What follows belongs to an exercise in optimizing a design on an open flow for small area; a production flow would make more cautious choices.
RTL that was checked went through simulation tests only; none was proved equivalent to the original.
No functional check of the RTL was part of runs 1 and 2.
Power and IR drop assume default switching activity.

### run.sh
#!/bin/bash
# synth_recipe.tcl (not shown) runs the flow's synth.tcl, then flattens the netlist and writes it again
# the make line also repeats each setting of config.mk as NAME=value (left out here)
make -C /OpenROAD-flow-scripts/flow DESIGN_CONFIG=/design/flow/config.mk WORK_HOME=/design/flow/orfs CLKGATE_MAP_FILE= SYNTH_SCRIPT=/design/flow/synth_recipe.tcl finish
### config.mk
export PLATFORM = sky130hd
export DESIGN_NAME = pft
export DESIGN_NICKNAME = pft
export VERILOG_FILES = /design/flow/design.v
export SDC_FILE = /design/flow/constraint.sdc
export NUM_CORES = 8
export LEC_CHECK = 0
export CAP_MARGIN = 10
export CORE_MARGIN = 2
export CORE_UTILIZATION = 65
export GPL_TIMING_DRIVEN = 0
export PLACE_DENSITY = 0.75
export SLEW_MARGIN = 10
### constraint.sdc
create_clock -name core_clock -period 20.0 [get_ports {clk}]
set_input_delay 4.0000 -clock core_clock [delete_from_list [all_inputs] [get_ports {clk}]]
set_output_delay 4.0000 -clock core_clock [all_outputs]
set_load 0.01 [all_outputs]
### design.v
module pft (
    input  wire       clk,
    input  wire       rst,           
    input  wire       bus_sel,
    input  wire       bus_we,
    input  wire [8:0] bus_addr,
    input  wire [7:0] bus_wdata,
    output reg  [7:0] bus_rdata,
    output wire       txd,
    input  wire       rxd,
    output wire       irq,
    output wire       ev_dispatch,
    output wire       ev_valid,
    output wire       ev_syncerr
);
    localparam [2:0] TX_IDLE   = 3'd0;
    localparam [2:0] TX_START  = 3'd1;
    localparam [2:0] TX_DATA   = 3'd2;
    localparam [2:0] TX_STOP1  = 3'd3;
    localparam [2:0] TX_STOP2  = 3'd4;
    localparam [2:0] TX_PARITY = 3'd5;
    localparam [2:0] TX_GUARD  = 3'd6;
    localparam [2:0] RX_IDLE     = 3'd0;
    localparam [2:0] RX_BITS     = 3'd1;
    localparam [2:0] RX_STOP1    = 3'd2;
    localparam [2:0] RX_STOP2    = 3'd3;
    localparam [2:0] RX_PARITY   = 3'd4;
    localparam [2:0] RX_FINAL    = 3'd5;
    localparam [2:0] RX_RECOVERY = 3'd6;
    localparam [2:0] RX_GAP      = 3'd7;    
    integer i;
    function [3:0] pop8(input [7:0] v);
        pop8 = {3'd0, v[0]} + {3'd0, v[1]} + {3'd0, v[2]} + {3'd0, v[3]} +
               {3'd0, v[4]} + {3'd0, v[5]} + {3'd0, v[6]} + {3'd0, v[7]};
    endfunction
    reg         rx_en;
    reg  [7:0]  errflags;
    reg  [2:0]  irqen;
    reg  [3:0]  txcmd;
    reg  [6:0]  txlen;
    reg  [23:0] bitper;
    reg  [31:0] quiet;
    reg  [3:0]  rxcmd;
    reg  [5:0]  rxlen;
    reg  [15:0] rxcsr;
    reg  [9:0]  rxcsc;
    reg         rx_ready;
    reg         rx_valid;
    reg  [63*8-1:0] txpayload;
    reg  [63*8-1:0] wpay;            
    reg  [3:0]  wcmd;
    reg  [5:0]  wl;
    reg  [9:0]  wcs;
    reg         wenc;                
    reg  [67*8-1:0] rxw;             
    reg  [6:0]  wcnt;
    reg  [63*8-1:0] rxpay;           
    reg  [2:0]  tx_ph;
    reg  [6:0]  tx_idx;
    reg  [2:0]  tx_nb;               
    reg         tx_par;
    reg  [23:0] tx_p;
    reg  [23:0] tx_cnt;
    reg         txd_r;
    reg         tx_done;
    reg  [1:0]  sync;
    reg  [2:0]  rx_st;
    reg  [3:0]  rx_bit;              
    reg  [7:0]  rx_byte;
    reg  [7:0]  rx_prev;
    reg         rx_par;
    reg  [9:0]  rx_acc;
    reg         rx_pbit;
    reg  [23:0] rx_p;
    reg  [31:0] rx_cnt;              
    reg  [31:0] rx_q;
    reg         ev_dispatch_r;
    reg         ev_valid_r;
    reg         ev_syncerr_r;
    assign txd         = txd_r;
    assign ev_dispatch = ev_dispatch_r;
    assign ev_valid    = ev_valid_r;
    assign ev_syncerr  = ev_syncerr_r;
    wire tx_busy       = (tx_ph != TX_IDLE);
    wire rx_recovering = (rx_st == RX_RECOVERY);
    wire rx_active     = (rx_st != RX_IDLE) && (rx_st != RX_RECOVERY);
    wire [6:0] rx_idx  = rx_active ? wcnt : 7'd0;
    wire [2:0] rxstate = (rx_st == RX_GAP) ? RX_IDLE : rx_st;
    wire [7:0] status  = {2'b00, tx_done, rx_recovering, rx_active, rx_valid, rx_ready, tx_busy};
    assign irq = (irqen[0] & rx_ready) | (irqen[1] & (errflags != 8'd0)) | (irqen[2] & tx_done);
    wire bus_rd = bus_sel & ~bus_we;
    wire bus_wr = bus_sel &  bus_we;
    wire [6:0] ra = bus_addr[6:0];
    reg [126:0] roh;                 
    always @* for (i = 0; i < 127; i = i + 1) roh[i] = (ra == i);
    reg [7:0] rd_tp;
    always @* begin
        rd_tp = 8'h00;
        for (i = 0; i < 63; i = i + 1)
            rd_tp = rd_tp | (txpayload[8*i +: 8] & {8{roh[64+i]}});
    end
    wire [6:0] wl2 = {1'b0, wl} + 7'd2;
    wire [6:0] wl3 = {1'b0, wl} + 7'd3;
    reg [7:0] rd_tw_pl;
    always @* begin
        rd_tw_pl = 8'h00;
        for (i = 0; i < 63; i = i + 1)
            rd_tw_pl = rd_tw_pl | (wpay[8*i +: 8] & {8{roh[i+2]}});
    end
    wire [7:0] rd_tw = (rd_tw_pl & {8{ra < wl2}})
                     | ({2'b00, wcmd, 2'b00} & {8{roh[0]}})
                     | ({1'b0, wl, 1'b0} & {8{roh[1]}})
                     | ({6'd0, wcs[9:8]} & {8{ra == wl2}})
                     | (wcs[7:0] & {8{ra == wl3}});
    reg [7:0] rd_rp;
    always @* begin
        rd_rp = 8'h00;
        for (i = 0; i < 63; i = i + 1)
            rd_rp = rd_rp | (rxpay[8*i +: 8] & {8{roh[i]}});
    end
    reg [7:0] rd_rw;
    always @* begin
        rd_rw = 8'h00;
        for (i = 0; i < 67; i = i + 1)
            rd_rw = rd_rw | (rxw[8*i +: 8] & {8{roh[i]}});
    end
    reg [7:0] rd_reg;
    always @* begin
        case (bus_addr[5:0])
            6'h00: rd_reg = {7'd0, rx_en};
            6'h01: rd_reg = status;
            6'h02: rd_reg = errflags;
            6'h03: rd_reg = {5'd0, irqen};
            6'h04: rd_reg = {4'd0, txcmd};
            6'h05: rd_reg = {1'b0, txlen};
            6'h06: rd_reg = wenc ? ({2'b00, wl} + 8'd4) : 8'd0;
            6'h07: rd_reg = {5'd0, rxstate};
            6'h08: rd_reg = bitper[7:0];
            6'h09: rd_reg = bitper[15:8];
            6'h0A: rd_reg = bitper[23:16];
            6'h0C: rd_reg = quiet[7:0];
            6'h0D: rd_reg = quiet[15:8];
            6'h0E: rd_reg = quiet[23:16];
            6'h0F: rd_reg = quiet[31:24];
            6'h10: rd_reg = {4'd0, rxcmd};
            6'h11: rd_reg = {2'd0, rxlen};
            6'h12: rd_reg = rxcsr[15:8];
            6'h13: rd_reg = rxcsr[7:0];
            6'h14: rd_reg = {6'd0, rxcsc[9:8]};
            6'h15: rd_reg = rxcsc[7:0];
            6'h16: rd_reg = {1'b0, rx_idx};
            default: rd_reg = 8'h00;
        endcase
    end
    wire rd_en = ~rst & bus_rd;
    wire [3:0] rsel = {bus_addr[8:7] == 2'b11, bus_addr[8:7] == 2'b10,
                       bus_addr[8:7] == 2'b01, bus_addr[8:7] == 2'b00};
    always @* begin
        bus_rdata = ((rd_reg & {8{rsel[0] & ~bus_addr[6]}})
                   | (rd_tp  & {8{rsel[0]}})
                   | (rd_tw  & {8{rsel[1]}})
                   | (rd_rp  & {8{rsel[2] & (ra < {1'b0, rxlen})}})
                   | (rd_rw  & {8{rsel[3] & (ra < wcnt)}})) & {8{rd_en}};
    end
    wire wr_ctrl     = bus_wr && (bus_addr == 9'h000);
    wire cmd_txstart = wr_ctrl &  bus_wdata[1];
    wire cmd_enconly = wr_ctrl & ~bus_wdata[1] & bus_wdata[2];
    wire cmd_rxack   = wr_ctrl &  bus_wdata[3];
    wire cmd_errclr  = wr_ctrl &  bus_wdata[4];
    wire cmd_txdclr  = wr_ctrl &  bus_wdata[5];
    wire rx_en_w    = wr_ctrl ? bus_wdata[0] : rx_en;
    wire rx_ready_w = rx_ready & ~cmd_rxack;
    reg [23:0] bitper_w;
    reg [31:0] quiet_w;
    always @* begin
        bitper_w = bitper;
        quiet_w  = quiet;
        if (bus_wr) begin
            case (bus_addr)
                9'h008: bitper_w[7:0]   = bus_wdata;
                9'h009: bitper_w[15:8]  = bus_wdata;
                9'h00A: bitper_w[23:16] = bus_wdata;
                9'h00C: quiet_w[7:0]    = bus_wdata;
                9'h00D: quiet_w[15:8]   = bus_wdata;
                9'h00E: quiet_w[23:16]  = bus_wdata;
                9'h00F: quiet_w[31:24]  = bus_wdata;
                default: ;
            endcase
        end
    end
    wire [23:0] p_eff = (bitper_w[23:1] == 23'd0) ? 24'd2 : bitper_w;
    wire [7:0] tp_d = bus_wdata & {8{~rst}};
    reg [62:0] tp_en;
    always @* for (i = 0; i < 63; i = i + 1)
        tp_en[i] = rst | (bus_wr & (bus_addr == 9'h040 + i));
    always @(posedge clk)
        for (i = 0; i < 63; i = i + 1)
            if (tp_en[i]) txpayload[8*i +: 8] <= tp_d;
    wire enc_req  = (cmd_txstart | cmd_enconly) & ~tx_busy;
    wire enc_ok   = enc_req & ~txlen[6];
    wire enc_fail = enc_req &  txlen[6];
    wire tx_begin = cmd_txstart & ~tx_busy & ~txlen[6];
    reg  [55:0] tp_bs;               
    wire [2:0]  enc_q = txlen[5:3];
    wire [2:0]  enc_r = txlen[2:0];
    reg  [7:0]  enc_mq;
    reg  [6:0]  enc_mr;
    reg  [55:0] enc_pb;              
    always @* begin
        for (i = 0; i < 8; i = i + 1) enc_mq[i] = (i < enc_q);
        for (i = 0; i < 7; i = i + 1) enc_mr[i] = (i < enc_r);
        enc_pb = 56'd0;
        for (i = 0; i < 8; i = i + 1)
            if (enc_q == i)
                enc_pb = enc_pb | txpayload[64*i +: 56];
    end
    wire [9:0] enc_cs;
    pft_cstree u_cs (.pb(enc_pb), .mr(enc_mr), .bs(tp_bs), .mq(enc_mq),
                     .h({txcmd, txlen[5:0]}), .cs(enc_cs));
    wire        tp_wr  = bus_wr & (bus_addr[8:6] == 3'b001) & (bus_addr[5:0] != 6'd63);
    wire [2:0]  tp_blk = bus_addr[5:3];
    wire [6:0]  bs_new = tp_bs[7*tp_blk +: 7] + {3'd0, pop8(bus_wdata)} - {3'd0, pop8(rd_tp)};
    always @(posedge clk)
        for (i = 0; i < 8; i = i + 1)
            if (rst | (tp_wr & (tp_blk == i)))
                tp_bs[7*i +: 7] <= bs_new & {7{~rst}};
    always @(posedge clk)
        if (enc_ok) wpay <= txpayload;
    wire       tx_due = (tx_cnt == 24'd1);
    reg [66:0] toh;
    always @* for (i = 0; i < 67; i = i + 1) toh[i] = (tx_idx == i);
    reg [7:0] tx_pl;
    always @* begin
        tx_pl = 8'h00;
        for (i = 0; i < 63; i = i + 1)
            tx_pl = tx_pl | (wpay[8*i +: 8] & {8{toh[i+2]}});
    end
    wire [7:0] tx_cur = (tx_pl & {8{tx_idx < wl2}})
                      | ({2'b00, wcmd, 2'b00} & {8{toh[0]}})
                      | ({1'b0, wl, 1'b0} & {8{toh[1]}})
                      | ({6'd0, wcs[9:8]} & {8{tx_idx == wl2}})
                      | (wcs[7:0] & {8{tx_idx == wl3}});
    wire       tx_bitv = tx_cur[tx_nb];
    wire       line   = sync[1];
    wire       rx_due = (rx_cnt[31:1] == 31'd0);
    wire [6:0] rx_k   = wcnt + 7'd1;
    wire [5:0] rx_len = rxw[14:9];
    wire       rx_cnt_byte = (wcnt < 7'd2) || (wcnt < {1'b0, rx_len} + 7'd2);
    wire [15:0] rx_csr = {rx_prev, rx_byte};
    wire       rx_match = (rx_csr == {6'd0, rx_acc});
    wire rx_e_timeout = (rx_st == RX_GAP)    &  line & rx_due;
    wire rx_e_stop1   = (rx_st == RX_STOP1)  & ~line & rx_due;
    wire rx_e_stop2   = (rx_st == RX_STOP2)  & ~line & rx_due;
    wire rx_commit    = (rx_st == RX_STOP2)  &  line & rx_due;
    wire rx_e_length  = rx_commit & (rx_k == 7'd2) & rx_byte[7];
    wire rx_fin       = (rx_st == RX_FINAL)  & rx_due;
    wire rx_e_final   = rx_fin & ~line;
    wire rx_e_parity  = rx_fin & (rx_pbit != rx_par);
    wire rx_dispatch  = rx_fin & line & (rx_pbit == rx_par);
    wire rx_err       = rx_e_timeout | rx_e_stop1 | rx_e_stop2 | rx_e_length |
                        rx_e_final | rx_e_parity;
    always @(posedge clk)
        if (rx_en_w && rx_commit)
            for (i = 0; i < 67; i = i + 1)
                if (wcnt == i)
                    rxw[8*i +: 8] <= rx_byte;
    always @(posedge clk)
        if (rx_en_w && rx_dispatch)
            rxpay <= rxw[65*8-1:16];
    always @(posedge clk) begin
        if (rst) begin
            rx_en     <= 1'b0;
            errflags  <= 8'd0;
            irqen     <= 3'd0;
            txcmd     <= 4'd0;
            txlen     <= 7'd0;
            bitper    <= 24'd4;
            quiet     <= 32'd32;
            rxcmd     <= 4'd0;
            rxlen     <= 6'd0;
            rxcsr     <= 16'd0;
            rxcsc     <= 10'd0;
            rx_ready  <= 1'b0;
            rx_valid  <= 1'b0;
            wcmd      <= 4'd0;
            wl        <= 6'd0;
            wcs       <= 10'd0;
            wenc      <= 1'b0;
            wcnt      <= 7'd0;
            tx_ph     <= TX_IDLE;
            txd_r     <= 1'b1;
            tx_done   <= 1'b0;
            sync      <= 2'b11;
            rx_st     <= RX_IDLE;
            ev_dispatch_r <= 1'b0;
            ev_valid_r    <= 1'b0;
            ev_syncerr_r  <= 1'b0;
        end else begin
            if (bus_wr) begin
                case (bus_addr)
                    9'h003: irqen  <= bus_wdata[2:0];
                    9'h004: txcmd  <= bus_wdata[3:0];
                    9'h005: txlen  <= bus_wdata[6:0];
                    default: ;
                endcase
            end
            bitper <= bitper_w;
            quiet  <= quiet_w;
            if (wr_ctrl) rx_en <= bus_wdata[0];
            if (cmd_errclr) errflags <= 8'd0;
            if (cmd_txdclr) tx_done <= 1'b0;
            if (cmd_rxack)  rx_ready <= 1'b0;
            if (enc_fail)   errflags[0] <= 1'b1;
            if (enc_ok) begin
                wcmd <= txcmd;
                wl   <= txlen[5:0];
                wcs  <= enc_cs;
                wenc <= 1'b1;
            end
            if (tx_begin) begin
                tx_p   <= p_eff;
                tx_cnt <= p_eff;
                tx_idx <= 7'd0;
                tx_nb  <= 3'd0;
                tx_par <= 1'b0;
                tx_ph  <= TX_START;
                txd_r  <= 1'b0;
            end else if (tx_busy && tx_due) begin
                tx_cnt <= tx_p;
                case (tx_ph)
                    TX_START: begin
                        txd_r  <= tx_bitv;
                        tx_par <= tx_par ^ tx_bitv;
                        tx_nb  <= 3'd1;
                        tx_ph  <= TX_DATA;
                    end
                    TX_DATA: begin
                        if (tx_nb != 3'd0) begin
                            txd_r  <= tx_bitv;
                            tx_par <= tx_par ^ tx_bitv;
                            tx_nb  <= tx_nb + 3'd1;
                        end else begin
                            txd_r <= 1'b1;
                            tx_ph <= TX_STOP1;
                        end
                    end
                    TX_STOP1: begin
                        txd_r <= 1'b1;
                        tx_ph <= TX_STOP2;
                    end
                    TX_STOP2: begin
                        if (tx_idx < wl3) begin
                            tx_idx <= tx_idx + 7'd1;
                            txd_r  <= 1'b0;
                            tx_ph  <= TX_START;
                        end else begin
                            txd_r <= tx_par;
                            tx_ph <= TX_PARITY;
                        end
                    end
                    TX_PARITY: begin
                        txd_r <= 1'b1;
                        tx_ph <= TX_GUARD;
                    end
                    default: begin
                        txd_r   <= 1'b1;
                        tx_ph   <= TX_IDLE;
                        tx_done <= 1'b1;
                    end
                endcase
            end else begin
                tx_cnt <= tx_cnt - 24'd1;
            end
            ev_dispatch_r <= 1'b0;
            ev_valid_r    <= 1'b0;
            ev_syncerr_r  <= 1'b0;
            rx_cnt <= rx_cnt - 32'd1;
            if (!rx_en_w) begin
                rx_st <= RX_IDLE;
            end else begin
                case (rx_st)
                    RX_IDLE: begin
                        if (!line) begin
                            rx_p   <= p_eff;
                            rx_cnt <= {9'd0, p_eff[23:1]};
                            rx_bit <= 4'hF;
                            wcnt   <= 7'd0;
                            rx_par <= 1'b0;
                            rx_acc <= 10'd0;
                            rx_st  <= RX_BITS;
                        end
                    end
                    RX_GAP: begin
                        if (!line) begin
                            rx_cnt  <= {9'd0, rx_p[23:1]};
                            rx_bit  <= 4'hF;
                            rx_prev <= rx_byte;
                            rx_st   <= RX_BITS;
                        end
                    end
                    RX_BITS: begin
                        if (rx_due) begin
                            rx_cnt <= {8'd0, rx_p};
                            rx_bit <= rx_bit + 4'd1;
                            if (!rx_bit[3]) rx_byte <= {line, rx_byte[7:1]};
                            if (rx_bit == 4'd7) rx_st <= RX_STOP1;
                        end
                    end
                    RX_STOP1: begin
                        if (rx_due) begin
                            rx_cnt <= {8'd0, rx_p};
                            rx_st  <= RX_STOP2;
                        end
                    end
                    RX_STOP2: begin
                        if (rx_commit) begin
                            wcnt   <= rx_k;
                            rx_par <= rx_par ^ (^rx_byte);
                            if (rx_cnt_byte)
                                rx_acc <= rx_acc + {6'd0, pop8(rx_byte)};
                            if (rx_k >= 7'd3 && rx_k == {1'b0, rx_len} + 7'd4) begin
                                rx_cnt <= {8'd0, rx_p};
                                rx_st  <= RX_PARITY;
                            end else begin
                                rx_cnt <= {7'd0, rx_p, 1'b0};
                                rx_st  <= RX_GAP;
                            end
                        end
                    end
                    RX_PARITY: begin
                        if (rx_due) begin
                            rx_pbit <= line;
                            rx_cnt  <= {8'd0, rx_p};
                            rx_st   <= RX_FINAL;
                        end
                    end
                    RX_FINAL: begin
                        if (rx_dispatch) begin
                            if (rx_ready_w) errflags[7] <= 1'b1;
                            rxcmd <= rxw[5:2];
                            rxlen <= rx_len;
                            rxcsr <= rx_csr;
                            rxcsc <= rx_acc;
                            rx_ready      <= 1'b1;
                            rx_valid      <= rx_match;
                            ev_dispatch_r <= 1'b1;
                            ev_valid_r    <= rx_match;
                            if (rx_match) begin
                                rx_st <= RX_IDLE;
                            end else begin
                                errflags[6] <= 1'b1;
                                rx_st  <= RX_RECOVERY;
                                rx_cnt <= quiet_w;
                                rx_q   <= quiet_w;
                            end
                        end
                    end
                    RX_RECOVERY: begin
                        if (!line)
                            rx_cnt <= rx_q;
                        else if (rx_due)
                            rx_st <= RX_IDLE;
                    end
                    default: rx_st <= RX_IDLE;
                endcase
                if (rx_err) begin
                    if (rx_e_timeout) errflags[3] <= 1'b1;
                    if (rx_e_stop1 | rx_e_stop2) errflags[1] <= 1'b1;
                    if (rx_e_length) errflags[2] <= 1'b1;
                    if (rx_e_final)  errflags[5] <= 1'b1;
                    if (rx_e_parity) errflags[4] <= 1'b1;
                    ev_syncerr_r <= 1'b1;
                    rx_st  <= RX_RECOVERY;
                    rx_cnt <= quiet_w;
                    rx_q   <= quiet_w;
                end
            end
            sync <= {sync[0], rxd};
        end
    end
endmodule
module pft_cstree(input [55:0] pb, input [6:0] mr, input [55:0] bs, input [7:0] mq,
                  input [9:0] h, output [9:0] cs);
    wire t1 = bs[0] & mq[0];
    wire t2 = bs[1] & mq[0];
    wire t3 = bs[2] & mq[0];
    wire t4 = bs[3] & mq[0];
    wire t5 = bs[4] & mq[0];
    wire t6 = bs[5] & mq[0];
    wire t7 = bs[6] & mq[0];
    wire t8 = bs[7] & mq[1];
    wire t9 = bs[8] & mq[1];
    wire t10 = bs[9] & mq[1];
    wire t11 = bs[10] & mq[1];
    wire t12 = bs[11] & mq[1];
    wire t13 = bs[12] & mq[1];
    wire t14 = bs[13] & mq[1];
    wire t15 = bs[14] & mq[2];
    wire t16 = bs[15] & mq[2];
    wire t17 = bs[16] & mq[2];
    wire t18 = bs[17] & mq[2];
    wire t19 = bs[18] & mq[2];
    wire t20 = bs[19] & mq[2];
    wire t21 = bs[20] & mq[2];
    wire t22 = bs[21] & mq[3];
    wire t23 = bs[22] & mq[3];
    wire t24 = bs[23] & mq[3];
    wire t25 = bs[24] & mq[3];
    wire t26 = bs[25] & mq[3];
    wire t27 = bs[26] & mq[3];
    wire t28 = bs[27] & mq[3];
    wire t29 = bs[28] & mq[4];
    wire t30 = bs[29] & mq[4];
    wire t31 = bs[30] & mq[4];
    wire t32 = bs[31] & mq[4];
    wire t33 = bs[32] & mq[4];
    wire t34 = bs[33] & mq[4];
    wire t35 = bs[34] & mq[4];
    wire t36 = bs[35] & mq[5];
    wire t37 = bs[36] & mq[5];
    wire t38 = bs[37] & mq[5];
    wire t39 = bs[38] & mq[5];
    wire t40 = bs[39] & mq[5];
    wire t41 = bs[40] & mq[5];
    wire t42 = bs[41] & mq[5];
    wire t43 = bs[42] & mq[6];
    wire t44 = bs[43] & mq[6];
    wire t45 = bs[44] & mq[6];
    wire t46 = bs[45] & mq[6];
    wire t47 = bs[46] & mq[6];
    wire t48 = bs[47] & mq[6];
    wire t49 = bs[48] & mq[6];
    wire t50 = bs[49] & mq[7];
    wire t51 = bs[50] & mq[7];
    wire t52 = bs[51] & mq[7];
    wire t53 = bs[52] & mq[7];
    wire t54 = bs[53] & mq[7];
    wire t55 = bs[54] & mq[7];
    wire t56 = bs[55] & mq[7];
    wire [1:0] t57_v = {1'b0,pb[0]} + {1'b0,pb[1]} + {1'b0,pb[2]};
    wire t57 = t57_v[0];
    wire t58 = t57_v[1];
    wire [1:0] t59_v = {1'b0,pb[3]} + {1'b0,pb[4]} + {1'b0,pb[5]};
    wire t59 = t59_v[0];
    wire t60 = t59_v[1];
    wire [1:0] t61_v = {1'b0,t57} + {1'b0,t59} + {1'b0,pb[6]};
    wire t61 = t61_v[0];
    wire t62 = t61_v[1];
    wire [1:0] t63_v = {1'b0,t58} + {1'b0,t60} + {1'b0,t62};
    wire t63 = t63_v[0];
    wire t64 = t63_v[1];
    wire t65 = t61 & mr[0];
    wire t66 = pb[7] & mr[0];
    wire t67 = t63 & mr[0];
    wire t68 = t64 & mr[0];
    wire [1:0] t69_v = {1'b0,pb[8]} + {1'b0,pb[9]} + {1'b0,pb[10]};
    wire t69 = t69_v[0];
    wire t70 = t69_v[1];
    wire [1:0] t71_v = {1'b0,pb[11]} + {1'b0,pb[12]} + {1'b0,pb[13]};
    wire t71 = t71_v[0];
    wire t72 = t71_v[1];
    wire [1:0] t73_v = {1'b0,t69} + {1'b0,t71} + {1'b0,pb[14]};
    wire t73 = t73_v[0];
    wire t74 = t73_v[1];
    wire [1:0] t75_v = {1'b0,t70} + {1'b0,t72} + {1'b0,t74};
    wire t75 = t75_v[0];
    wire t76 = t75_v[1];
    wire t77 = t73 & mr[1];
    wire t78 = pb[15] & mr[1];
    wire t79 = t75 & mr[1];
    wire t80 = t76 & mr[1];
    wire [1:0] t81_v = {1'b0,pb[16]} + {1'b0,pb[17]} + {1'b0,pb[18]};
    wire t81 = t81_v[0];
    wire t82 = t81_v[1];
    wire [1:0] t83_v = {1'b0,pb[19]} + {1'b0,pb[20]} + {1'b0,pb[21]};
    wire t83 = t83_v[0];
    wire t84 = t83_v[1];
    wire [1:0] t85_v = {1'b0,t81} + {1'b0,t83} + {1'b0,pb[22]};
    wire t85 = t85_v[0];
    wire t86 = t85_v[1];
    wire [1:0] t87_v = {1'b0,t82} + {1'b0,t84} + {1'b0,t86};
    wire t87 = t87_v[0];
    wire t88 = t87_v[1];
    wire t89 = t85 & mr[2];
    wire t90 = pb[23] & mr[2];
    wire t91 = t87 & mr[2];
    wire t92 = t88 & mr[2];
    wire [1:0] t93_v = {1'b0,pb[24]} + {1'b0,pb[25]} + {1'b0,pb[26]};
    wire t93 = t93_v[0];
    wire t94 = t93_v[1];
    wire [1:0] t95_v = {1'b0,pb[27]} + {1'b0,pb[28]} + {1'b0,pb[29]};
    wire t95 = t95_v[0];
    wire t96 = t95_v[1];
    wire [1:0] t97_v = {1'b0,t93} + {1'b0,t95} + {1'b0,pb[30]};
    wire t97 = t97_v[0];
    wire t98 = t97_v[1];
    wire [1:0] t99_v = {1'b0,t94} + {1'b0,t96} + {1'b0,t98};
    wire t99 = t99_v[0];
    wire t100 = t99_v[1];
    wire t101 = t97 & mr[3];
    wire t102 = pb[31] & mr[3];
    wire t103 = t99 & mr[3];
    wire t104 = t100 & mr[3];
    wire [1:0] t105_v = {1'b0,pb[32]} + {1'b0,pb[33]} + {1'b0,pb[34]};
    wire t105 = t105_v[0];
    wire t106 = t105_v[1];
    wire [1:0] t107_v = {1'b0,pb[35]} + {1'b0,pb[36]} + {1'b0,pb[37]};
    wire t107 = t107_v[0];
    wire t108 = t107_v[1];
    wire [1:0] t109_v = {1'b0,t105} + {1'b0,t107} + {1'b0,pb[38]};
    wire t109 = t109_v[0];
    wire t110 = t109_v[1];
    wire [1:0] t111_v = {1'b0,t106} + {1'b0,t108} + {1'b0,t110};
    wire t111 = t111_v[0];
    wire t112 = t111_v[1];
    wire t113 = t109 & mr[4];
    wire t114 = pb[39] & mr[4];
    wire t115 = t111 & mr[4];
    wire t116 = t112 & mr[4];
    wire [1:0] t117_v = {1'b0,pb[40]} + {1'b0,pb[41]} + {1'b0,pb[42]};
    wire t117 = t117_v[0];
    wire t118 = t117_v[1];
    wire [1:0] t119_v = {1'b0,pb[43]} + {1'b0,pb[44]} + {1'b0,pb[45]};
    wire t119 = t119_v[0];
    wire t120 = t119_v[1];
    wire [1:0] t121_v = {1'b0,t117} + {1'b0,t119} + {1'b0,pb[46]};
    wire t121 = t121_v[0];
    wire t122 = t121_v[1];
    wire [1:0] t123_v = {1'b0,t118} + {1'b0,t120} + {1'b0,t122};
    wire t123 = t123_v[0];
    wire t124 = t123_v[1];
    wire t125 = t121 & mr[5];
    wire t126 = pb[47] & mr[5];
    wire t127 = t123 & mr[5];
    wire t128 = t124 & mr[5];
    wire [1:0] t129_v = {1'b0,pb[48]} + {1'b0,pb[49]} + {1'b0,pb[50]};
    wire t129 = t129_v[0];
    wire t130 = t129_v[1];
    wire [1:0] t131_v = {1'b0,pb[51]} + {1'b0,pb[52]} + {1'b0,pb[53]};
    wire t131 = t131_v[0];
    wire t132 = t131_v[1];
    wire [1:0] t133_v = {1'b0,t129} + {1'b0,t131} + {1'b0,pb[54]};
    wire t133 = t133_v[0];
    wire t134 = t133_v[1];
    wire [1:0] t135_v = {1'b0,t130} + {1'b0,t132} + {1'b0,t134};
    wire t135 = t135_v[0];
    wire t136 = t135_v[1];
    wire t137 = t133 & mr[6];
    wire t138 = pb[55] & mr[6];
    wire t139 = t135 & mr[6];
    wire t140 = t136 & mr[6];
    wire [1:0] t141_v = {1'b0,h[0]} + {1'b0,h[1]} + {1'b0,h[2]};
    wire t141 = t141_v[0];
    wire t142 = t141_v[1];
    wire [1:0] t143_v = {1'b0,h[3]} + {1'b0,h[4]} + {1'b0,h[5]};
    wire t143 = t143_v[0];
    wire t144 = t143_v[1];
    wire [1:0] t145_v = {1'b0,h[6]} + {1'b0,h[7]} + {1'b0,h[8]};
    wire t145 = t145_v[0];
    wire t146 = t145_v[1];
    wire [1:0] t147_v = {1'b0,h[9]} + {1'b0,t1} + {1'b0,t8};
    wire t147 = t147_v[0];
    wire t148 = t147_v[1];
    wire [1:0] t149_v = {1'b0,t15} + {1'b0,t22} + {1'b0,t29};
    wire t149 = t149_v[0];
    wire t150 = t149_v[1];
    wire [1:0] t151_v = {1'b0,t36} + {1'b0,t43} + {1'b0,t50};
    wire t151 = t151_v[0];
    wire t152 = t151_v[1];
    wire [1:0] t153_v = {1'b0,t65} + {1'b0,t66} + {1'b0,t77};
    wire t153 = t153_v[0];
    wire t154 = t153_v[1];
    wire [1:0] t155_v = {1'b0,t78} + {1'b0,t89} + {1'b0,t90};
    wire t155 = t155_v[0];
    wire t156 = t155_v[1];
    wire [1:0] t157_v = {1'b0,t101} + {1'b0,t102} + {1'b0,t113};
    wire t157 = t157_v[0];
    wire t158 = t157_v[1];
    wire [1:0] t159_v = {1'b0,t114} + {1'b0,t125} + {1'b0,t126};
    wire t159 = t159_v[0];
    wire t160 = t159_v[1];
    wire [1:0] t161_v = {1'b0,t137} + {1'b0,t138} + {1'b0,t141};
    wire t161 = t161_v[0];
    wire t162 = t161_v[1];
    wire [1:0] t163_v = {1'b0,t143} + {1'b0,t145} + {1'b0,t147};
    wire t163 = t163_v[0];
    wire t164 = t163_v[1];
    wire [1:0] t165_v = {1'b0,t149} + {1'b0,t151} + {1'b0,t153};
    wire t165 = t165_v[0];
    wire t166 = t165_v[1];
    wire [1:0] t167_v = {1'b0,t155} + {1'b0,t157} + {1'b0,t159};
    wire t167 = t167_v[0];
    wire t168 = t167_v[1];
    wire [1:0] t169_v = {1'b0,t161} + {1'b0,t163} + {1'b0,t165};
    wire t169 = t169_v[0];
    wire t170 = t169_v[1];
    wire t171 = t167 ^ t169;
    wire t172 = t167 & t169;
    wire [1:0] t173_v = {1'b0,t2} + {1'b0,t9} + {1'b0,t16};
    wire t173 = t173_v[0];
    wire t174 = t173_v[1];
    wire [1:0] t175_v = {1'b0,t23} + {1'b0,t30} + {1'b0,t37};
    wire t175 = t175_v[0];
    wire t176 = t175_v[1];
    wire [1:0] t177_v = {1'b0,t44} + {1'b0,t51} + {1'b0,t67};
    wire t177 = t177_v[0];
    wire t178 = t177_v[1];
    wire [1:0] t179_v = {1'b0,t79} + {1'b0,t91} + {1'b0,t103};
    wire t179 = t179_v[0];
    wire t180 = t179_v[1];
    wire [1:0] t181_v = {1'b0,t115} + {1'b0,t127} + {1'b0,t139};
    wire t181 = t181_v[0];
    wire t182 = t181_v[1];
    wire [1:0] t183_v = {1'b0,t142} + {1'b0,t144} + {1'b0,t146};
    wire t183 = t183_v[0];
    wire t184 = t183_v[1];
    wire [1:0] t185_v = {1'b0,t148} + {1'b0,t150} + {1'b0,t152};
    wire t185 = t185_v[0];
    wire t186 = t185_v[1];
    wire [1:0] t187_v = {1'b0,t154} + {1'b0,t156} + {1'b0,t158};
    wire t187 = t187_v[0];
    wire t188 = t187_v[1];
    wire [1:0] t189_v = {1'b0,t160} + {1'b0,t162} + {1'b0,t164};
    wire t189 = t189_v[0];
    wire t190 = t189_v[1];
    wire [1:0] t191_v = {1'b0,t166} + {1'b0,t168} + {1'b0,t170};
    wire t191 = t191_v[0];
    wire t192 = t191_v[1];
    wire [1:0] t193_v = {1'b0,t172} + {1'b0,t173} + {1'b0,t175};
    wire t193 = t193_v[0];
    wire t194 = t193_v[1];
    wire [1:0] t195_v = {1'b0,t177} + {1'b0,t179} + {1'b0,t181};
    wire t195 = t195_v[0];
    wire t196 = t195_v[1];
    wire [1:0] t197_v = {1'b0,t183} + {1'b0,t185} + {1'b0,t187};
    wire t197 = t197_v[0];
    wire t198 = t197_v[1];
    wire [1:0] t199_v = {1'b0,t189} + {1'b0,t191} + {1'b0,t193};
    wire t199 = t199_v[0];
    wire t200 = t199_v[1];
    wire [1:0] t201_v = {1'b0,t195} + {1'b0,t197} + {1'b0,t199};
    wire t201 = t201_v[0];
    wire t202 = t201_v[1];
    wire [1:0] t203_v = {1'b0,t3} + {1'b0,t10} + {1'b0,t17};
    wire t203 = t203_v[0];
    wire t204 = t203_v[1];
    wire [1:0] t205_v = {1'b0,t24} + {1'b0,t31} + {1'b0,t38};
    wire t205 = t205_v[0];
    wire t206 = t205_v[1];
    wire [1:0] t207_v = {1'b0,t45} + {1'b0,t52} + {1'b0,t68};
    wire t207 = t207_v[0];
    wire t208 = t207_v[1];
    wire [1:0] t209_v = {1'b0,t80} + {1'b0,t92} + {1'b0,t104};
    wire t209 = t209_v[0];
    wire t210 = t209_v[1];
    wire [1:0] t211_v = {1'b0,t116} + {1'b0,t128} + {1'b0,t140};
    wire t211 = t211_v[0];
    wire t212 = t211_v[1];
    wire [1:0] t213_v = {1'b0,t174} + {1'b0,t176} + {1'b0,t178};
    wire t213 = t213_v[0];
    wire t214 = t213_v[1];
    wire [1:0] t215_v = {1'b0,t180} + {1'b0,t182} + {1'b0,t184};
    wire t215 = t215_v[0];
    wire t216 = t215_v[1];
    wire [1:0] t217_v = {1'b0,t186} + {1'b0,t188} + {1'b0,t190};
    wire t217 = t217_v[0];
    wire t218 = t217_v[1];
    wire [1:0] t219_v = {1'b0,t192} + {1'b0,t194} + {1'b0,t196};
    wire t219 = t219_v[0];
    wire t220 = t219_v[1];
    wire [1:0] t221_v = {1'b0,t198} + {1'b0,t200} + {1'b0,t202};
    wire t221 = t221_v[0];
    wire t222 = t221_v[1];
    wire [1:0] t223_v = {1'b0,t203} + {1'b0,t205} + {1'b0,t207};
    wire t223 = t223_v[0];
    wire t224 = t223_v[1];
    wire [1:0] t225_v = {1'b0,t209} + {1'b0,t211} + {1'b0,t213};
    wire t225 = t225_v[0];
    wire t226 = t225_v[1];
    wire [1:0] t227_v = {1'b0,t215} + {1'b0,t217} + {1'b0,t219};
    wire t227 = t227_v[0];
    wire t228 = t227_v[1];
    wire [1:0] t229_v = {1'b0,t221} + {1'b0,t223} + {1'b0,t225};
    wire t229 = t229_v[0];
    wire t230 = t229_v[1];
    wire t231 = t227 ^ t229;
    wire t232 = t227 & t229;
    wire [1:0] t233_v = {1'b0,t4} + {1'b0,t11} + {1'b0,t18};
    wire t233 = t233_v[0];
    wire t234 = t233_v[1];
    wire [1:0] t235_v = {1'b0,t25} + {1'b0,t32} + {1'b0,t39};
    wire t235 = t235_v[0];
    wire t236 = t235_v[1];
    wire [1:0] t237_v = {1'b0,t46} + {1'b0,t53} + {1'b0,t204};
    wire t237 = t237_v[0];
    wire t238 = t237_v[1];
    wire [1:0] t239_v = {1'b0,t206} + {1'b0,t208} + {1'b0,t210};
    wire t239 = t239_v[0];
    wire t240 = t239_v[1];
    wire [1:0] t241_v = {1'b0,t212} + {1'b0,t214} + {1'b0,t216};
    wire t241 = t241_v[0];
    wire t242 = t241_v[1];
    wire [1:0] t243_v = {1'b0,t218} + {1'b0,t220} + {1'b0,t222};
    wire t243 = t243_v[0];
    wire t244 = t243_v[1];
    wire [1:0] t245_v = {1'b0,t224} + {1'b0,t226} + {1'b0,t228};
    wire t245 = t245_v[0];
    wire t246 = t245_v[1];
    wire [1:0] t247_v = {1'b0,t230} + {1'b0,t232} + {1'b0,t233};
    wire t247 = t247_v[0];
    wire t248 = t247_v[1];
    wire [1:0] t249_v = {1'b0,t235} + {1'b0,t237} + {1'b0,t239};
    wire t249 = t249_v[0];
    wire t250 = t249_v[1];
    wire [1:0] t251_v = {1'b0,t241} + {1'b0,t243} + {1'b0,t245};
    wire t251 = t251_v[0];
    wire t252 = t251_v[1];
    wire [1:0] t253_v = {1'b0,t247} + {1'b0,t249} + {1'b0,t251};
    wire t253 = t253_v[0];
    wire t254 = t253_v[1];
    wire [1:0] t255_v = {1'b0,t5} + {1'b0,t12} + {1'b0,t19};
    wire t255 = t255_v[0];
    wire t256 = t255_v[1];
    wire [1:0] t257_v = {1'b0,t26} + {1'b0,t33} + {1'b0,t40};
    wire t257 = t257_v[0];
    wire t258 = t257_v[1];
    wire [1:0] t259_v = {1'b0,t47} + {1'b0,t54} + {1'b0,t234};
    wire t259 = t259_v[0];
    wire t260 = t259_v[1];
    wire [1:0] t261_v = {1'b0,t236} + {1'b0,t238} + {1'b0,t240};
    wire t261 = t261_v[0];
    wire t262 = t261_v[1];
    wire [1:0] t263_v = {1'b0,t242} + {1'b0,t244} + {1'b0,t246};
    wire t263 = t263_v[0];
    wire t264 = t263_v[1];
    wire [1:0] t265_v = {1'b0,t248} + {1'b0,t250} + {1'b0,t252};
    wire t265 = t265_v[0];
    wire t266 = t265_v[1];
    wire [1:0] t267_v = {1'b0,t254} + {1'b0,t255} + {1'b0,t257};
    wire t267 = t267_v[0];
    wire t268 = t267_v[1];
    wire [1:0] t269_v = {1'b0,t259} + {1'b0,t261} + {1'b0,t263};
    wire t269 = t269_v[0];
    wire t270 = t269_v[1];
    wire [1:0] t271_v = {1'b0,t265} + {1'b0,t267} + {1'b0,t269};
    wire t271 = t271_v[0];
    wire t272 = t271_v[1];
    wire [1:0] t273_v = {1'b0,t6} + {1'b0,t13} + {1'b0,t20};
    wire t273 = t273_v[0];
    wire t274 = t273_v[1];
    wire [1:0] t275_v = {1'b0,t27} + {1'b0,t34} + {1'b0,t41};
    wire t275 = t275_v[0];
    wire t276 = t275_v[1];
    wire [1:0] t277_v = {1'b0,t48} + {1'b0,t55} + {1'b0,t256};
    wire t277 = t277_v[0];
    wire t278 = t277_v[1];
    wire [1:0] t279_v = {1'b0,t258} + {1'b0,t260} + {1'b0,t262};
    wire t279 = t279_v[0];
    wire t280 = t279_v[1];
    wire [1:0] t281_v = {1'b0,t264} + {1'b0,t266} + {1'b0,t268};
    wire t281 = t281_v[0];
    wire t282 = t281_v[1];
    wire [1:0] t283_v = {1'b0,t270} + {1'b0,t272} + {1'b0,t273};
    wire t283 = t283_v[0];
    wire t284 = t283_v[1];
    wire [1:0] t285_v = {1'b0,t275} + {1'b0,t277} + {1'b0,t279};
    wire t285 = t285_v[0];
    wire t286 = t285_v[1];
    wire [1:0] t287_v = {1'b0,t281} + {1'b0,t283} + {1'b0,t285};
    wire t287 = t287_v[0];
    wire t288 = t287_v[1];
    wire [1:0] t289_v = {1'b0,t7} + {1'b0,t14} + {1'b0,t21};
    wire t289 = t289_v[0];
    wire t290 = t289_v[1];
    wire [1:0] t291_v = {1'b0,t28} + {1'b0,t35} + {1'b0,t42};
    wire t291 = t291_v[0];
    wire t292 = t291_v[1];
    wire [1:0] t293_v = {1'b0,t49} + {1'b0,t56} + {1'b0,t274};
    wire t293 = t293_v[0];
    wire t294 = t293_v[1];
    wire [1:0] t295_v = {1'b0,t276} + {1'b0,t278} + {1'b0,t280};
    wire t295 = t295_v[0];
    wire t296 = t295_v[1];
    wire [1:0] t297_v = {1'b0,t282} + {1'b0,t284} + {1'b0,t286};
    wire t297 = t297_v[0];
    wire t298 = t297_v[1];
    wire [1:0] t299_v = {1'b0,t288} + {1'b0,t289} + {1'b0,t291};
    wire t299 = t299_v[0];
    wire t300 = t299_v[1];
    wire [1:0] t301_v = {1'b0,t293} + {1'b0,t295} + {1'b0,t297};
    wire t301 = t301_v[0];
    wire t302 = t301_v[1];
    wire t303 = t299 ^ t301;
    wire t304 = t299 & t301;
    wire [1:0] t305_v = {1'b0,t290} + {1'b0,t292} + {1'b0,t294};
    wire t305 = t305_v[0];
    wire t306 = t305_v[1];
    wire [1:0] t307_v = {1'b0,t296} + {1'b0,t298} + {1'b0,t300};
    wire t307 = t307_v[0];
    wire t308 = t307_v[1];
    wire [1:0] t309_v = {1'b0,t302} + {1'b0,t304} + {1'b0,t305};
    wire t309 = t309_v[0];
    wire t310 = t309_v[1];
    wire t311 = t307 ^ t309;
    wire t312 = t307 & t309;
    wire [1:0] t313_v = {1'b0,t306} + {1'b0,t308} + {1'b0,t310};
    wire t313 = t313_v[0];
    wire t314 = t313_v[1];
    wire t315 = t312 ^ t313;
    wire t316 = t312 & t313;
    wire t317 = t314 ^ t316;
    wire t318 = t314 & t316;
    assign cs = {t317, t315, t311, t303, t287, t271, t253, t231, t201, t171};
endmodule
==> results of run 1 <==
-- power by group through the flow --
stage / Clock, W / Combinational [W] / Sequential (W)
floorplan: 0 / 0.000419 / 0.00596
detailed placement: 0 / 0.000772 / 0.00612
global placement: 0 / 0.000703 / 0.00611
CTS: 0.00450 / 0.000798 / 0.00601
-- per-layer routing --
| layer | overflow | GRT usage [%] |
|---|---|---|
| met1 | 393 | 90.8 |
| met2 | 467 | 95.6 |
| met3 | 377 | 85.6 |
| met4 | 367 | 83.3 |
| met5 | 49 | 73.0 |
-- kinds of logic after synthesis --
group | count (synthesis)
flops | 2441
compound gates | 2220
simple gates | 1831
buf+inv | 737
fa+ha+maj | 210
mux | 191
xor+xnor | 118
-- metrics by stage --
| stage | total power, W | cell area, sq um | hold slack (ns) | utilization (%) |
|---|---|---|---|---|
| after floorplan | 0.00638 | 107000 | 0.389 | - |
| after global placement | 0.00682 | 110000 | 0.394 | 67.5 |
| after detailed placement | 0.00689 | 114000 | 0.416 | 70.1 |
| after CTS | 0.0113 | 122000 | 0.416 | 74.8 |
-- Yosys cell counts (145+ instances only) --
cell | count | share of area (%)
dfxtp_1 | 158 | 3.0
inv_1 | 188 | 0.66
a22oi_1 | 834 | 5.8
nand2_1 | 482 | 1.7
a22o_1 | 145 | 1.2
clkbuf_1 | 425 | 1.5
o21ai_0 | 195 | 0.91
edfxtp_1 | 2283 | 64
a21oi_1 | 271 | 1.3
a221oi_1 | 151 | 1.2
nand3_1 | 209 | 0.98
nor2_1 | 422 | 1.5
-- worst max-delay path by stage --
stage	start	end	slack, ns	cells after the start
floorplan	bus_addr[0]	ev_valid_r	3.44	9
detailed placement	bus_addr[4]	bus_rdata[7]	3.67	15
global placement	bus_addr[2]	ev_valid_r	-2.59	10
CTS	bus_addr[4]	bus_rdata[7]	3.54	15
==> results.rst, run 1 <==
.. list-table::
   :header-rows: 1

   * - Metric
     - Value
   * - Quantity of gates resized following cts
     - 0
   * - Worst slack at placement
     - ~3.7 ns
   * - Largest family of logic cells by synthesized area
     - compound AO/OA/AOI/OAI gates
   * - Number of register bits inferred by synthesis
     - 2441
   * - Number of sinks on the clock net
     - roughly 2400
   * - Main flop type after synthesis
     - edfxtp_1
   * - Cell Rows
     - between 100 and 150
   * - Number of distinct library cell variants in the gate-level netlist after synthesis
     - 101
   * - CTS HTree Levels
     - 4
   * - Gate Count Post-Synth
     - between 7000 and 8000
   * - Warning count from the yosys run
     - 1
   * - Number of buffers added on ports
     - 33
   * - Hold buffers post-CTS
     - 0
   * - Detailed placer's ending HPWL
     - slightly below 500000 um
   * - Asr flop ratio synth
     - 0%
   * - Area fraction in compound gates after synthesis
     - 15.3%
   * - Clock buffer depth
     - 3
   * - Largest net degree at the start of global routing
     - between 100 and 150
   * - Mean instance size in the synthesized netlist
     - between 10 and 15 sq um
   * - I/O pin count
     - 35
   * - Part of the Yosys area used for sequential elements
     - about two thirds
   * - Die span in y
     - between 400 and 500 um
   * - CTS Buf Count
     - around 230
   * - EDFF count, synth
     - 2283
   * - Synthesized Nets
     - between 7000 and 8000
   * - Leftover overflow at the end of global routing
     - approximately 1700
   * - Synthesized cell area
     - approximately 110000 sq um
   * - Total instance count after detailed placement
     - about 10000
   * - Adder-cell share of the synthesized area
     - around 3.3%
   * - Routability congestion estimate from global placement
     - roughly 1.5
   * - Via count of the first global-routing pass
     - approximately 110k
   * - Number of buffers inserted to repair setup after CTS
     - 0
   * - Starting utilization of the core area
     - between 60% and 70%
   * - Xor and xnor fraction of the mapped netlist area
     - less than 1%
   * - Die X-Extent
     - between 400 and 500 um
   * - Global router's overall resource usage
     - around nine tenths
   * - Global-route wire length before repair
     - roughly 1000000 um
   * - Last flow stage reached
     - 5_1_grt
   * - First reported error
     - [ERROR GRT-0116] Global routing finished with congestion. Check the congestion regions in the DRC Viewer.
   * - Fraction of the mapped netlist area in simple logic gates
     - around 8.6%
   * - Fraction of synthesized area in multiplexers
     - roughly 2.1%
   * - Clock tree root driver cell
     - clkbuf_16
   * - Run status
     - aborted with a tool error
==> inputs of run 2 (changes only) <==
==> config.mk (replaced) <==
export PLATFORM = sky130hd
export DESIGN_NAME = pft
export DESIGN_NICKNAME = pft
export VERILOG_FILES = /design/flow/design.v
export SDC_FILE = /design/flow/constraint.sdc
export NUM_CORES = 8
export LEC_CHECK = 0
export CAP_MARGIN = 20
export CORE_MARGIN = 2
export CORE_UTILIZATION = 40
export CTS_BUF_LIST = sky130_fd_sc_hd__clkbuf_4
export CTS_CLUSTER_SIZE = 20
export SLEW_MARGIN = 20
==> run 2 against run 1 <==
Against the previous run:
- the run now finishes clean
- synthesized cell count stayed put
- synthesized area stayed put
==> results.rst, run 2 <==
.. list-table::
   :header-rows: 1

   * - Metric
     - Value
   * - Run status
     - no timing/DRC/antenna violations
   * - Most frequent cells after synthesis
     - edfxtp_1, a22oi_1, nand2_1, clkbuf_1, nor2_1
   * - Leading cell type in the layout, fill and taps excluded
     - edfxtp_1
   * - Startpoint kind of the worst setup timing path
     - input port
   * - Routed vias
     - 95600
   * - CTS tree
     - built
   * - Asr flop ratio synth
     - 0% (unchanged)
   * - Largest register FFs
     - roughly 540
   * - Leak
     - 40.4 nW
   * - Starting utilization of the core area
     - 40.3% (-25 points)
   * - Final sum of negative setup slack
     - 0 ns
   * - Final WL
     - between 600000 and 700000 um
   * - PwrDens
     - between 90 and 100 nW/um^2
   * - Leftover overflow at the end of global routing
     - 0
   * - Maximum frequency from static timing analysis
     - 0.0670 GHz
   * - Top cell by count, worst path
     - buf_4
   * - Share of layout cells above drive strength 1
     - around a fifth
   * - Final count of negative-setup-slack endpoints
     - 0
   * - EDFF count, synth
     - 2283 (unchanged)
   * - I/O pin count
     - 35 (unchanged)
   * - Global-route wire length before repair
     - 876000 um
   * - Number of register bits inferred by synthesis
     - 2441 (unchanged)
   * - Fin cells
     - 12500
   * - Critical path class
     - in2out
   * - Cell Rows
     - 189 (+28%)
   * - Maxcap violations
     - 0
   * - Clock latency at the later pin of the worst-skew pair
     - 1.79 ns
   * - Top cells by area, synth
     - edfxtp_1, a22oi_1, dfxtp_1, fa_1, nand2_1
   * - Share of the core filled with cells
     - a little under half
   * - Total power of the final layout
     - 0.0117 W
   * - Wirelength per Cell
     - roughly 56 um
   * - Die span in y
     - 521 um (+27%)
   * - Syn-to-layout area delta
     - 15.2%
   * - Cell breakdown of the critical path
     - buf_2, buf_4, or4b_2, buf_4, nor2_1, buf_4, a22oi_1, a31oi_1, nor4_1, buf_4, a21oi_1, o31a_1, clkdlybuf4s50_1
   * - Warning count from the yosys run
     - 1 (unchanged)
   * - Worst Hold Margin
     - 0.279 ns
   * - Post-layout minimum cycle time
     - approximately 15 ns
   * - Total instance count after detailed placement
     - 11200 (+10%)
   * - Clock buffer depth
     - 4 (+1)
   * - Dominant delay contributor by cell family on the critical path
     - buffers and inverters
   * - Path length in cells of the critical path
     - 13
   * - Die outline area
     - about 270000 sq um
   * - Quantity of gates resized following cts
     - 0 (unchanged)
   * - Register containing the most flip-flops in the final layout
     - rxw
   * - Maximum cell stage delay along the critical path
     - 1.03 ns
   * - Multi-input gate area in the final layout
     - 33800 sq um
   * - Arrival time at the worst endpoint
     - around 11 ns
   * - Most area-hungry cell type in the Yosys netlist
     - edfxtp_1
   * - DRC violation count after routing
     - 0
   * - Hold/Removal Path Class
     - reg2reg
   * - Global router's overall resource usage
     - between 40 and 50%
   * - Number of nets with antenna violations after detailed routing
     - 0
   * - Final worst-path cycle share
     - between 70% and 80%
   * - Count leader, synth
     - edfxtp_1
   * - Number of nets at the end of the flow
     - 8596
   * - Core region area
     - roughly 270000 sq um
   * - Category of the worst setup path capture point
     - output pin
   * - Number of sinks on the clock net
     - 2441 (unchanged)
   * - Main flop type after synthesis
     - edfxtp_1
   * - Hold-critical path depth
     - 0
   * - Hold Fails Final Rpt
     - 0
   * - Worst Path Required
     - 16.00 ns
   * - Mean instance size in the synthesized netlist
     - 13.8 sq um (unchanged)
   * - Routability congestion estimate from global placement
     - 1.13 (-24%)
   * - Number of distinct library cell variants in the gate-level netlist after synthesis
     - 101 (unchanged)
   * - Met1 Track Usage GR
     - around 60%
   * - Cell at the slowest stage of the critical path
     - a31oi_1
   * - Via count of the first global-routing pass
     - 85600
   * - Number of buffers inserted to repair setup after CTS
     - 0 (unchanged)
   * - Number of antenna violations at the first check in global routing
     - around 110
   * - Detailed Routing Iterations Pass 1
     - 13
   * - Slew at the pin with the worst max-slew slack
     - about 1.5 ns
   * - Area taken by flip-flops and latches
     - about 70000 sq um
   * - Synthesized Nets
     - 7980 (unchanged)
   * - CTS HTree Levels
     - 6 (+2)
   * - Global routing met3 resource utilization
     - between 20% and 30%
   * - Largest net degree at the start of global routing
     - 161
   * - Critical path fanouts, max
     - 42
   * - Via-per-instance ratio
     - 7.66
   * - Register-to-Register Path Depth
     - 41
   * - Clock skew
     - ~0.2 ns
   * - Peak-usage layer in the global routing report
     - met2
   * - 1st-iter DRT viols
     - around 21000
   * - Worst VDD drop
     - 0.000209 V
   * - Part of the Yosys area used for sequential elements
     - 67.0% (unchanged)
   * - Commonest cells after routing, fill and taps aside
     - edfxtp_1, clkbuf_4, a22oi_1
   * - Gate Count Post-Synth
     - 7748 (unchanged)
   * - Synthesized cell area
     - 107000 sq um (unchanged)
   * - Buffering stage count on the worst path with inverters included
     - 6
   * - Die X-Extent
     - 521 um (+27%)
   * - Hold buffers post-CTS
     - 0 (unchanged)
   * - Clock slew at the register clock pins of the worst setup and hold paths
     - around 0.08 ns
   * - Slew Viols, Final
     - 0
   * - CTS Buf Count
     - 661 (+190%)
   * - Met2 Use GR
     - between 60 and 70%
   * - Share of Yosys cell area claimed by the top area cell type
     - 64.0% (unchanged)
   * - Clock tree root driver cell
     - clkbuf_4
   * - Tightest slew margin relative to the limit
     - under 10%
   * - Unrepaired setup endpoints after global routing
     - no
   * - Detailed placer's ending HPWL
     - 479000 um (-0.90%)
   * - # fillers
     - about 24000
   * - Number of buffers added on ports
     - 34 (+3.0%)
-- run 2: cell counts after synthesis --
Identical to the previous run, type by type.
-- run 2: cells by family (layout without fill, tap and decap cells) --
logic type,Yosys count,after routing,share of synthesized area [%]
compound gates,2220,2220,15.3
xor+xnor,118,118,0.978
fa+ha+maj,210,210,3.31
buf+inv,737,1831,2.69
flops,2441,2441,67.0
mux,191,191,2.11
other cells,0,106,0
simple gates,1831,1831,8.64
-- run 2: cell type report --
cell class,count,share of cell area (%)
clock inverter,203,1.12
clock buffer,938,5.71
timing repair buffer,502,3.22
tap,3533,3.58
multi-input combinational,4570,27.4
inverter,188,0.588
sequential,2441,58.1
antenna,106,0.215
-- run 2: path summary, 6_finish.rpt --
| check | startpoint | to | slack (ns) |
|---|---|---|---|
| hold reg to reg | rxw[68] | rxpay[52] | 0.28 |
| hold / removal | rxw[68] | rxpay[52] | 0.28 |
| setup reg to reg | txlen[3] | wcs[9] | 5.42 |
| setup / recovery | bus_addr[2] | bus_rdata[5] | 5.07 |
-- run 2: worst reg2reg max path: cells and delay by family (launching register included) --
family	cells	cell delay, ns
buffers and inverters	11	1.77
DFF	1	0.62
and+or+nand+nor	2	1.11
xor gates and xnor gates	1	0.14
AOI/OAI and AO/OA	4	0.70
adders and majority gates	23	10.16
-- run 2: per-layer routing --
layer	wire length, um	vias up
met5	2460	-
met4	66000	98
met3	120000	3132
met2	267000	11600
met1	239000	47900
li1	-	32900
-- run 2: metrics by stage --
step / setup WS, ns / cell area, sq um
finish: 5.07 / 123000
global route: 5.17 / 123000
CTS: 5.55 / 123000
detailed placement: 5.63 / 115000
global placement: 5.30 / 114000
floorplan: 3.44 / 107000
-- run 2: report_power, final --
group / switching [W] / internal [W] / leakage [nW]
registers: 0.000262 / 0.00580 / 22.2
logic: 0.000639 / 0.000251 / 13.2
clock network: 0.00236 / 0.00234 / 4.96
==> inputs of run 3 (changes only) <==
--- a/design.v
+++ b/design.v
@@ -60,7 +60,7 @@
     reg  [2:0]  tx_nb;               
     reg         tx_par;
     reg  [23:0] tx_p;
-    reg  [23:0] tx_cnt;
+    reg  [23:0] tx_cnt;              
     reg         txd_r;
     reg         tx_done;
     reg  [1:0]  sync;
@@ -226,7 +226,7 @@
                 tp_bs[7*i +: 7] <= bs_new & {7{~rst}};
     always @(posedge clk)
         if (enc_ok) wpay <= txpayload;
-    wire       tx_due = (tx_cnt == 24'd1);
+    wire       tx_due = (tx_cnt == tx_p);
     reg [66:0] toh;
     always @* for (i = 0; i < 67; i = i + 1) toh[i] = (tx_idx == i);
     reg [7:0] tx_pl;
@@ -242,7 +242,15 @@
                       | (wcs[7:0] & {8{tx_idx == wl3}});
     wire       tx_bitv = tx_cur[tx_nb];
     wire       line   = sync[1];
-    wire       rx_due = (rx_cnt[31:1] == 31'd0);
+    reg [31:0] rx_tgt;
+    always @* begin
+        if (rx_st == RX_RECOVERY)                rx_tgt = rx_q;
+        else if (rx_st == RX_GAP)                rx_tgt = {7'd0, rx_p, 1'b0};
+        else if (rx_st == RX_BITS && rx_bit[3])  rx_tgt = {9'd0, rx_p[23:1]};
+        else                                     rx_tgt = {8'd0, rx_p};
+    end
+    wire       rx_due = (rx_cnt == rx_tgt);
+    wire       q_done = rx_due || (rx_q == 32'd0);
     wire [6:0] rx_k   = wcnt + 7'd1;
     wire [5:0] rx_len = rxw[14:9];
     wire       rx_cnt_byte = (wcnt < 7'd2) || (wcnt < {1'b0, rx_len} + 7'd2);
@@ -319,14 +327,14 @@
             end
             if (tx_begin) begin
                 tx_p   <= p_eff;
-                tx_cnt <= p_eff;
+                tx_cnt <= 24'd1;
                 tx_idx <= 7'd0;
                 tx_nb  <= 3'd0;
                 tx_par <= 1'b0;
                 tx_ph  <= TX_START;
                 txd_r  <= 1'b0;
             end else if (tx_busy && tx_due) begin
-                tx_cnt <= tx_p;
+                tx_cnt <= 24'd1;
                 case (tx_ph)
                     TX_START: begin
                         txd_r  <= tx_bitv;
@@ -369,12 +377,12 @@
                     end
                 endcase
             end else begin
-                tx_cnt <= tx_cnt - 24'd1;
+                tx_cnt <= tx_cnt + 24'd1;
             end
             ev_dispatch_r <= 1'b0;
             ev_valid_r    <= 1'b0;
             ev_syncerr_r  <= 1'b0;
-            rx_cnt <= rx_cnt - 32'd1;
+            rx_cnt <= rx_cnt + 32'd1;
             if (!rx_en_w) begin
                 rx_st <= RX_IDLE;
             end else begin
@@ -382,7 +390,7 @@
                     RX_IDLE: begin
                         if (!line) begin
                             rx_p   <= p_eff;
-                            rx_cnt <= {9'd0, p_eff[23:1]};
+                            rx_cnt <= 32'd1;
                             rx_bit <= 4'hF;
                             wcnt   <= 7'd0;
                             rx_par <= 1'b0;
@@ -392,7 +400,7 @@
                     end
                     RX_GAP: begin
                         if (!line) begin
-                            rx_cnt  <= {9'd0, rx_p[23:1]};
+                            rx_cnt  <= 32'd1;
                             rx_bit  <= 4'hF;
                             rx_prev <= rx_byte;
                             rx_st   <= RX_BITS;
@@ -400,7 +408,7 @@
                     end
                     RX_BITS: begin
                         if (rx_due) begin
-                            rx_cnt <= {8'd0, rx_p};
+                            rx_cnt <= 32'd1;
                             rx_bit <= rx_bit + 4'd1;
                             if (!rx_bit[3]) rx_byte <= {line, rx_byte[7:1]};
                             if (rx_bit == 4'd7) rx_st <= RX_STOP1;
@@ -408,7 +416,7 @@
                     end
                     RX_STOP1: begin
                         if (rx_due) begin
-                            rx_cnt <= {8'd0, rx_p};
+                            rx_cnt <= 32'd1;
                             rx_st  <= RX_STOP2;
                         end
                     end
@@ -418,11 +426,11 @@
                             rx_par <= rx_par ^ (^rx_byte);
                             if (rx_cnt_byte)
                                 rx_acc <= rx_acc + {6'd0, pop8(rx_byte)};
-                            if (rx_k >= 7'd3 && rx_k == {1'b0, rx_len} + 7'd4) begin
-                                rx_cnt <= {8'd0, rx_p};
+                            if (rx_k == {1'b0, rx_len} + 7'd4) begin
+                                rx_cnt <= 32'd1;
                                 rx_st  <= RX_PARITY;
                             end else begin
-                                rx_cnt <= {7'd0, rx_p, 1'b0};
+                                rx_cnt <= 32'd1;
                                 rx_st  <= RX_GAP;
                             end
                         end
@@ -430,7 +438,7 @@
                     RX_PARITY: begin
                         if (rx_due) begin
                             rx_pbit <= line;
-                            rx_cnt  <= {8'd0, rx_p};
+                            rx_cnt <= 32'd1;
                             rx_st   <= RX_FINAL;
                         end
                     end
@@ -450,15 +458,15 @@
                             end else begin
                                 errflags[6] <= 1'b1;
                                 rx_st  <= RX_RECOVERY;
-                                rx_cnt <= quiet_w;
+                                rx_cnt <= 32'd1;
                                 rx_q   <= quiet_w;
                             end
                         end
                     end
                     RX_RECOVERY: begin
                         if (!line)
-                            rx_cnt <= rx_q;
-                        else if (rx_due)
+                            rx_cnt <= 32'd1;
+                        else if (q_done)
                             rx_st <= RX_IDLE;
                     end
                     default: rx_st <= RX_IDLE;
@@ -471,7 +479,7 @@
                     if (rx_e_parity) errflags[4] <= 1'b1;
                     ev_syncerr_r <= 1'b1;
                     rx_st  <= RX_RECOVERY;
-                    rx_cnt <= quiet_w;
+                    rx_cnt <= 32'd1;
                     rx_q   <= quiet_w;
                 end
             end
--- a/config.mk
+++ b/config.mk
@@ -8,6 +8,7 @@
 export CAP_MARGIN = 20
 export CORE_MARGIN = 2
 export CORE_UTILIZATION = 40
-export CTS_BUF_LIST = sky130_fd_sc_hd__clkbuf_4
+export CTS_BUF_LIST = sky130_fd_sc_hd__clkbuf_16
+export CTS_CLUSTER_DIAMETER = 150
 export CTS_CLUSTER_SIZE = 20
 export SLEW_MARGIN = 20
==> run 3 against run 2 <==
Against the previous run:
- highest routed layer unchanged
- sequential share of layout area is 2.3 points higher
- wire length is 1.4% higher
- global-route usage rose by 1.3 points
- synthesized area fell by 0.58%
- still clean
- die area decreased by 0.57%
- largest cell class unchanged
- core utilization fell by 1.6 points
- sequential power is 0.7% higher
- first-iteration DRC count is 6.4% lower
- via count is 7.1% lower
- critical path depth grew 1
==> results.rst, run 3 <==
.. list-table::
   :header-rows: 1

   * - Metric
     - Value
   * - Global router's overall resource usage
     - 50.9% (+1.3 points)
   * - Area after DPL
     - 114000 sq um (-0.43%)
   * - Clock tree root driver cell
     - clkbuf_16
   * - Main flop type after synthesis
     - edfxtp_1
   * - CTS Buf Count
     - 140 (-79%)
   * - DRC violation count after routing
     - 0 (unchanged)
   * - Detailed Routing Iterations Pass 1
     - 10 (-3)
   * - Part of the Yosys area used for sequential elements
     - 67.4% (+0.39 points)
   * - Detailed placer's ending HPWL
     - 512000 um (+7.0%)
   * - Count leader, synth
     - edfxtp_1
   * - Number of buffers added on ports
     - 34 (unchanged)
   * - Largest net degree at the start of global routing
     - 168 (+4.3%)
   * - Warning count from the yosys run
     - 1 (unchanged)
   * - Clock buffer depth
     - 3 (-1)
   * - Share of layout cells above drive strength 1
     - 13.5% (-7.9 points)
   * - Slew Viols, Final
     - 0 (unchanged)
   * - Critical path class
     - in2out
   * - Die span in y
     - 520 um (-0.29%)
   * - Wirelength per Cell
     - 61.6 um (+11%)
   * - Post-layout minimum cycle time
     - 14.80 ns (-0.126 ns)
   * - I/O pin count
     - 35 (unchanged)
   * - Number of nets with antenna violations after detailed routing
     - 0 (unchanged)
   * - Top cells by area, synth
     - edfxtp_1, a22oi_1, dfxtp_1, fa_1, nand2_1
   * - Final count of negative-setup-slack endpoints
     - 0 (unchanged)
   * - Die outline area
     - 270000 sq um (-0.57%)
   * - Hold/Removal Path Class
     - reg2reg
   * - Core region area
     - 265000 sq um (-0.36%)
   * - Startpoint kind of the worst setup timing path
     - input port
   * - Quantity of gates resized following cts
     - 0 (unchanged)
   * - Synthesized cell area
     - 106000 sq um (-0.58%)
   * - Tightest slew margin relative to the limit
     - 11.1% (+8.8 points)
   * - Number of antenna violations at the first check in global routing
     - 143 (+34%)
   * - Worst slack at placement
     - 5.78 ns (+0.158 ns)
   * - Final worst-path setup slack
     - 5.20 ns (+0.126 ns)
   * - Leading cell type in the layout, fill and taps excluded
     - edfxtp_1
   * - Final sum of negative setup slack
     - 0 ns (unchanged)
   * - Run status
     - no timing/DRC/antenna violations
   * - Leftover overflow at the end of global routing
     - 0 (unchanged)
   * - Final worst-path cycle share
     - 74.0% (-0.63 points)
   * - Gate Count Post-Synth
     - 7623 (-1.6%)
   * - Number of nets at the end of the flow
     - 7965 (-7.3%)
   * - Clock skew
     - 0.0517 ns (-0.151 ns)
   * - Via count of the first global-routing pass
     - 78600 (-8.1%)
   * - # fillers
     - 23600 (-1.6%)
   * - Commonest cells after routing, fill and taps aside
     - edfxtp_1, a22oi_1, nand2_1
   * - EDFF count, synth
     - 2283 (unchanged)
   * - Most frequent cells after synthesis
     - edfxtp_1, a22oi_1, nand2_1, nor2_1, clkbuf_1
   * - CTS tree
     - built
   * - Slew at the pin with the worst max-slew slack
     - 1.33 ns (-0.124 ns)
run 3: path summary, 6_finish.rpt:
kind / startpoint / to / slack [ns] / cells past startpoint
worst max-delay path: bus_addr[6] / bus_rdata[6] / 5.20 / 14
worst min-delay path: rxw[306] / rxpay[290] / 0.43 / 0
worst max register to register: txlen[4] / wcs[9] / 5.68 / 44
worst min register to register: rxw[306] / rxpay[290] / 0.43 / 0
run 3: layer usage:
layer  GRT usage [%]  up-vias  wire [um]
met1            61.8    45400     248000
li1                -    30700          -
met3            27.9     2702     114000
met5            1.67        -        950
met4            37.2       72      66300
met2            67.3    10000     274000
run 3: final cells by class:
| type | count | area, sq um | area share [%] |
|---|---|---|---|
| antenna | 93 | 233 | 0.196 |
| sequential | 2441 | 71700 | 60.4 |
| inverter | 179 | 694 | 0.585 |
| timing repair buffer | 484 | 3780 | 3.19 |
| multi-input combinational | 4489 | 33800 | 28.5 |
| clock buffer | 140 | 3500 | 2.95 |
| clock inverter | 57 | 528 | 0.445 |
| tap | 3533 | 4420 | 3.72 |
run 3: report_power, final:
group          total [W]  switching (W)  internal, W
Sequential       0.00610       0.000308      0.00579
Clock            0.00314        0.00183      0.00130
Combinational   0.000785       0.000549     0.000236
Total             0.0100        0.00269      0.00733
run 3: stage by stage:
step                      power [W]  hold WS (ns)  cells  utilization, %
after floorplan             0.00635         0.389   7623               -
after global routing         0.0102         0.421  11300            44.7
after CTS                   0.00991         0.414  11300            44.6
after global placement      0.00690         0.398  11100            43.0
final                        0.0100         0.427  11400            44.8
after detailed placement    0.00691         0.419  11100            43.1
run 3: worst max-delay path: stages:
cell and delay (ns):
buf_4 0.41, buf_4 0.46, nand3b_1 0.76, buf_4 0.62, nor2_4 0.26, buf_4 0.33, a22o_1 0.29, a221oi_1 0.28
nand4_1 0.14, or4_1 0.56, nor4_2 0.91, a31oi_1 0.45, o31a_1 0.58, clkdlybuf4s50_1 0.61
run 3: cell families after synthesis:
family | count (synthesis) | synth area share (%)
flops | 2441 | 67.4
simple gates | 1973 | 9.60
compound gates | 1967 | 13.9
buf+inv | 693 | 2.56
fa+ha+maj | 208 | 3.30
mux | 178 | 1.93
xor+xnor | 163 | 1.35

[afterwards: timing with drivers on the ports]
No port has a modelled driver above. Below, the same layouts with a new extraction and two added sets of constraints. Step 1, drivers: a clkbuf_16 drives clk and a buf_2 each remaining input, both assumed. Step 2 times the ports against the registers' clock, not the clock port: input delays grow and output delays shrink by t, the midpoint of the rising clock arrivals with the driver on. Slacks: ideal ports / drivers / drivers and shift; pairs: ideal ports / drivers.
| run | shift t [ns] | slack for setup (ns) | worst hold slack (ns) | slew at the worst register clock pin (ns) | pins driven straight from the clock port |
|---|---|---|---|---|---|
| run 2 | 1.796 | 5.074 / 4.966 / 4.966 | 0.279 / 0.279 / 0.279 | 0.09 / 0.09 | 1 |
| run 3 | 1.004 | 5.200 / 5.170 / 5.170 | 0.427 / 0.427 / 0.427 | 0.11 / 0.11 | 1 |
After both steps setup and hold are still met in every run listed. For run 2, which loses most, drivers alone change the setup slack by -0.108 ns; drivers and shift together by -0.108 ns.
